Source: an optimization exercise on an open RTL-to-GDS flow (aim: small area). Production flows keep margins and buffers that such runs may drop. The RTL was checked by simulation tests, not by an equivalence proof against the original design. No driver is modelled on the clock port, so clocking that relies on it looks cheaper here than on a real chip. Power and IR drop assume default switching activity.

Setup of before:
==> flow/design.v (excerpt) <==
module bc211_core (
    input  wire        clk,
    input  wire        rst,
    input  wire [7:0]  cfg_debounce_n,
    input  wire        cfg_notify_en,
    input  wire        tick,
    input  wire        stop,
    input  wire [31:0] now,
    output reg         hid_open,
    input  wire        hid_open_done,
    input  wire        hid_open_ok,
    output reg         hid_close,
    output wire        tx_valid,
    output reg  [7:0]  tx_data,
    output wire        tx_last,
    input  wire        tx_ready,
    input  wire        tx_done,
    input  wire [1:0]  tx_status,
    output wire        rx_req,
    input  wire        rx_valid,
    input  wire [7:0]  rx_data,
    input  wire        rx_timeout,
    output wire [50:0] snap,        
    output wire [5:0]  err,         
    output wire [2:0]  link_sst,
    output wire        link_rc,
    output wire [2:0]  link_bst,
    output wire [5:0]  ev_valid,
    output wire [17:0] ev_prev,
    output wire [17:0] ev_new,
    output wire [31:0] ev_ts,
    output wire [5:0]  nt_valid,
    output wire [17:0] nt_summary
);
    localparam [5:0]  STATUS_POLL_MAX = 6'd50;
    localparam [2:0] S_OPEN = 3'd0, S_CONFIG = 3'd1, S_INIT_DIR = 3'd2, S_INIT_PU = 3'd3,
                     S_IDLE = 3'd4, S_READ = 3'd5, S_DEAD = 3'd6, S_OFF = 3'd7;
    localparam [2:0] B_CLOSED = 3'd0, B_IDLE = 3'd1, B_CMD = 3'd2, B_STAT = 3'd3, B_DATA = 3'd4;
    localparam [2:0] X_NONE = 3'd0, X_LOAD = 3'd1, X_SEND = 3'd2, X_SWAIT = 3'd3,
                     X_RWAIT = 3'd4, X_RREQ = 3'd5, X_POST = 3'd6, X_CLASS = 3'd7;
    localparam [2:0] O_OK = 3'd0, O_LEN = 3'd1, O_TIMEOUT = 3'd2, O_BUSY = 3'd3, O_NACK = 3'd4,
                     O_IOERR = 3'd5, O_BADSIZE = 3'd6;
    localparam [2:0] E_NONE = 3'd0, E_DEVNF = 3'd1, E_BUSTIMEOUT = 3'd2, E_BUSERROR = 3'd3,
                     E_INIT = 3'd4, E_BADSIZE = 3'd5, E_IOERROR = 3'd6;
    localparam [2:0] ST_UNKNOWN = 3'd0, ST_EMPTY = 3'd1, ST_CHARGING = 3'd2,
                     ST_FULL = 3'd3, ST_ERROR = 3'd4;
    reg [2:0]  sst;
    reg        rc;
    reg        open_wait;
    reg [2:0]  err_det;
    reg        err_m;       
    reg [2:0]  bst;
    reg [2:0]  xph;
    reg        try_cnt;
    reg [5:0]  k;
    reg [5:0]  idx;         
    reg [1:0]  q;           
    reg [11:0] pt;          
    reg [17:0] cm;          
    reg [7:0]  ring [0:5];
    reg [2:0]  ph;
  ...
Size in the first run: ~770 cells after synthesis, ~150 flip-flops, roughly 240 I/O pins, about 6800 um2 of cells after synthesis.
Settings: LEC_CHECK=0, CAP_MARGIN=0, CORE_MARGIN=2, CORE_UTILIZATION=70, CTS_BUF_LIST=sky130_fd_sc_hd__clkbuf_8, SLEW_MARGIN=0; clock period 10.0 ns.
standard.sh (not shown) runs the stock make flow with config.mk's settings and CLKGATE_MAP_FILE= SYNTH_SCRIPT=/design/flow/synth_recipe.tcl, a recipe that flattens the netlist after the stock synthesis.
==> flow/flow/run.sh <==
#!/bin/bash
# The standard layout with three changes:
#  - synthesis leaves the adders to ABC and maps the logic with an
#    area-oriented ABC script (flow/area.abc); the flip-flops and every other
#    synthesis step are the standard ones (flow/synth_area.tcl);
#  - the port buffers are made from the smallest buffer cell (resizing still
#    upsizes any that timing or slew needs);
#  - the clock tree is two levels of buffers built by flow/clock_tree.tcl
#    before CTS, in place of TritonCTS's H-tree.
set -euo pipefail
here=$PWD
sed "s#SYNTH_SCRIPT=[^ ]*#SYNTH_SCRIPT=$here/flow/synth_area.tcl#" standard.sh > area_standard.sh
grep -q "SYNTH_SCRIPT=$here/flow/synth_area.tcl" area_standard.sh
export AREA_ABC_SCRIPT=$here/flow/area.abc
export BUFFER_PORTS_ARGS="-buffer_cell sky130_fd_sc_hd__buf_1"
export PRE_CTS_TCL=$here/flow/clock_tree.tcl
export CTS_ARGS="-clk_nets clk -dont_use_dummy_load -buf_list sky130_fd_sc_hd__clkbuf_8"
bash area_standard.sh synth > synth.log 2>&1
bash area_standard.sh finish > finish.log 2>&1
Other scripts of this flow, unchanged in this note and not shown: flow/flow/area.abc, flow/flow/clock_tree.tcl, flow/flow/synth_area.tcl
For after, these inputs were changed with respect to before:
--- a/flow/design.v
+++ b/flow/design.v
@@ -55,21 +55,22 @@
     reg        try_cnt;
     reg [5:0]  k;
     reg [5:0]  idx;         
     reg [1:0]  q;           
     reg [11:0] pt;          
     reg [17:0] cm;          
     reg [7:0]  ring [0:5];
     reg [2:0]  ph;
     reg        wt;          
     reg        act;         
-    reg [5:0]  sm;
+    reg [5:0]  sm;          
+    reg [5:0]  cf;          
     reg        first;       
     wire       snap_stale = !(err_det == O_OK && !err_m);
     reg [31:0] snap_ts;
     integer j;
     function [2:0] dec;
         input [1:0] pair;
         case (pair)
             2'b11:   dec = ST_EMPTY;
             2'b10:   dec = ST_CHARGING;
             2'b01:   dec = ST_FULL;
@@ -225,44 +226,42 @@
             end
         end
     end
     wire       poll_ok = fin && (fin_out == O_OK) && (sst == S_READ);
     wire       post    = (xph == X_POST);
     wire       upd     = act || (wt && ph == 3'd0);
     reg  [5:0] dcm;         
     always @(*)
         for (j = 0; j < 6; j = j + 1)
             dcm[j] = (dec_all[3*j +: 3] != cm[3*j +: 3]);
-    wire [7:0] c0  = sm[0] ? ring[0] : ~cfg_debounce_n;
-    wire       cmt = (c0[7:1] == 7'h7F);      
+    wire [7:0] c0  = sm[ph] ? ring[0] : ~cfg_debounce_n;
+    wire       cmt = dcm[ph] && (c0[7:1] == 7'h7F);
     wire [7:0] c_nx = c0 + 8'd1;
-    wire [5:0] commit_now = post ? (sm & dcm) : 6'd0;
+    wire [5:0] commit_now = post ? cf : 6'd0;
     reg  [5:0] full_now;
     always @(*)
         for (j = 0; j < 6; j = j + 1)
             full_now[j] = (pt[2*j +: 2] == 2'b01);
     assign ev_valid = commit_now;
     assign nt_valid = cfg_notify_en ? (commit_now & full_now) : 6'd0;
     always @(posedge clk) begin
         if (rx_byte) begin
             case (idx)
                 6'd0: q <= (rx_data == xcode) ? 2'b01 : 2'b00;
                 6'd1: q <= !good ? 2'b00 : d_is0 ? 2'b01 : d_is1 ? 2'b10 : d_is2 ? 2'b11 : 2'b00;
                 6'd2: if (bst == B_STAT)
                           q <= !good ? 2'b00 : d_is2 ? 2'b01 : d_is3 ? 2'b10 : d_is4 ? 2'b11 : 2'b00;
                 6'd3: if (bst == B_DATA)
                           q <= good ? (d_is2 ? 2'b01 : 2'b11) : (q == 2'b11) ? 2'b11 : 2'b00;
                 default: ;
             endcase
         end
-        if (upd)
-            sm <= {cmt, sm[5:1]};
         if (pt_lo) begin
             pt[7:0] <= rx_data;
             for (j = 0; j < 4; j = j + 1)
                 sm[j] <= !first && (rx_data[2*j +: 2] == pt[2*j +: 2]);
         end
         if (pt_hi) begin
             pt[11:8] <= rx_data[3:0];
             sm[4] <= !first && (rx_data[1:0] == pt[9:8]);
             sm[5] <= !first && (rx_data[3:2] == pt[11:10]);
         end
@@ -298,20 +297,22 @@
             ph <= (ph == 3'd5) ? 3'd0 : ph + 3'd1;
             if (pt_hi) begin
                 wt    <= 1'b1;
                 first <= 1'b0;
             end else if (ph == 3'd0)
                 wt    <= 1'b0;
             if (wt && ph == 3'd0)
                 act <= 1'b1;
             else if (ph == 3'd5)
                 act <= 1'b0;
+            if (upd)
+                cf <= {cmt, cf[5:1]};
             for (j = 0; j < 6; j = j + 1)
                 if (commit_now[j])
                     cm[3*j +: 3] <= dec_all[3*j +: 3];
             case (xph)
                 X_LOAD: begin
                     xph  <= X_SEND;
                     if (bst == B_STAT) k <= k + 6'd1;
                 end
                 X_SEND: begin
                     if (tx_ready && idx == 6'd63) xph <= X_SWAIT;
==> notes.md <==
before → after: finished layout cell area now sits higher; internal cell power now smaller. Total power of after is lower than that of before. Summary of after over before: worst max-slew margin expressed relative to the limit shows a reduction of 6.6 points; register fraction of the total cell area shows an increase of 1.2 points.

* * *

bc211_core, a different RTL version from the one above (not shown whole).
Size in the first run: about 780 cells after synthesis, about 240 I/O pins, ~0.0066 mm² of cells after synthesis.
Settings: LEC_CHECK=0, CAP_MARGIN=0, CORE_MARGIN=2, CORE_UTILIZATION=70, CTS_BUF_LIST=sky130_fd_sc_hd__clkbuf_8, SLEW_MARGIN=0; clock period 10.0 ns.
Scripts as last shown in full above: flow/flow/run.sh
Other scripts of this flow, unchanged in this note and not shown: flow/flow/area.abc, flow/flow/clock_tree.tcl, flow/flow/synth_area.tcl
Next try:
--- a/flow/design.v
+++ b/flow/design.v
@@ -222,27 +222,27 @@
                     end
                 end
             end
         end
     end
     wire       poll_ok = fin && (fin_out == O_OK) && (sst == S_READ);
     wire       post    = (xph == X_POST);
     wire       upd     = act || (wt && ph == 3'd0);
     reg  [5:0] dcm;         
     always @(*)
         for (j = 0; j < 6; j = j + 1)
             dcm[j] = (dec_all[3*j +: 3] != cm[3*j +: 3]);
-    wire [7:0] c0  = (ks[0] || !upd) ? ring[0] : ~cfg_debounce_n;
+    wire [7:0] c0  = ks[0] ? ring[0] : ~cfg_debounce_n;
     wire       cmt = (c0[7:1] == 7'h7F);      
-    wire [7:0] c_nx = c0 + {7'd0, upd};
+    wire [7:0] c_nx = c0 + 8'd1;
     wire [5:0] commit_now = post ? (ks & dcm) : 6'd0;
     reg  [5:0] full_now;
     always @(*)
         for (j = 0; j < 6; j = j + 1)
             full_now[j] = (pt[2*j +: 2] == 2'b01);
     assign ev_valid = commit_now;
     assign nt_valid = cfg_notify_en ? (commit_now & full_now) : 6'd0;
     always @(posedge clk) begin
         if (rx_byte) begin
             case (idx)
                 6'd0: q <= (rx_data == xcode) ? 2'b01 : 2'b00;
                 6'd1: q <= !good ? 2'b00 : d_is0 ? 2'b01 : d_is1 ? 2'b10 : d_is2 ? 2'b11 : 2'b00;
@@ -258,29 +258,31 @@
         if (pt_lo) begin
             pt[7:0] <= rx_data;
             for (j = 0; j < 4; j = j + 1)
                 ks[j] <= !first && (rx_data[2*j +: 2] == pt[2*j +: 2]);
         end
         if (pt_hi) begin
             pt[11:8] <= rx_data[3:0];
             ks[4] <= !first && (rx_data[1:0] == pt[9:8]);
             ks[5] <= !first && (rx_data[3:2] == pt[11:10]);
         end
         for (j = 0; j < 5; j = j + 1)
             ring[j] <= ring[j + 1];
-        ring[5] <= c_nx;
-        if (xph == X_LOAD)
-            idx <= 6'd0;
-        else
-            idx <= idx + {5'd0, (xph == X_SEND && tx_ready) || rx_byte};
+        ring[5] <= upd ? c_nx : ring[0];
+        case (xph)
+            X_LOAD: idx <= 6'd0;
+            X_SEND: if (tx_ready) idx <= idx + 6'd1;
+            X_RWAIT, X_RREQ: if (rx_byte) idx <= idx + 6'd1;
+            default: ;
+        endcase
         if (rst) begin
             sst        <= S_OPEN;
             rc         <= 1'b0;
             open_wait  <= 1'b0;
             err_m      <= 1'b0;
             err_det    <= 3'd7;
             bst        <= B_CLOSED;
             xph        <= X_NONE;
             try_cnt    <= 1'b0;
             snap_ts    <= 32'd0;
             hid_open   <= 1'b0;
             hid_close  <= 1'b0;
=> The changed run ran to the end with no violations; utilization went up by 0.97 points; global-route usage went up by 2.0 points; fmax went up slightly; synthesized cell count is about the same; final cell count went up slightly; routed wire length went up by a few percent; power went up by a few percent; clock skew went up by 0.0066 ns; worst setup slack gains 0.080 ns; synthesized area went up slightly; final area went up slightly; flip-flop and latch count does not change; sequential power went up by a few percent.

[what the ideal ports hide]
No port has a modelled driver above. Below, the same layouts with a new extraction and two added sets of constraints.
Step 1 sets driving cells, clkbuf_16 on the clock port and buf_2 on the other inputs (assumed; they add their load-dependent delay and slew).
Step 2 times the ports against the registers' clock, not the clock port: input delays grow and output delays shrink by t, the midpoint of the rising clock arrivals with the driver on.
a / b / c = ideal / step 1 / step 2; a / b = the first two.
run	t (ns)	setup slack, ns	worst setup path after step 2
before	0.408	4.792 / 4.752 / 5.068	input to output
after	0.414	5.005 / 4.981 / 4.981	input to output
the first run of note 2	0.407	5.017 / 4.979 / 5.191	input to register
the second run of note 2	0.404	5.096 / 5.062 / 5.286	input to output
After both steps every run listed still meets setup and hold. For after, which loses most, drivers alone change the setup slack by -0.024 ns; drivers and shift together by -0.024 ns.
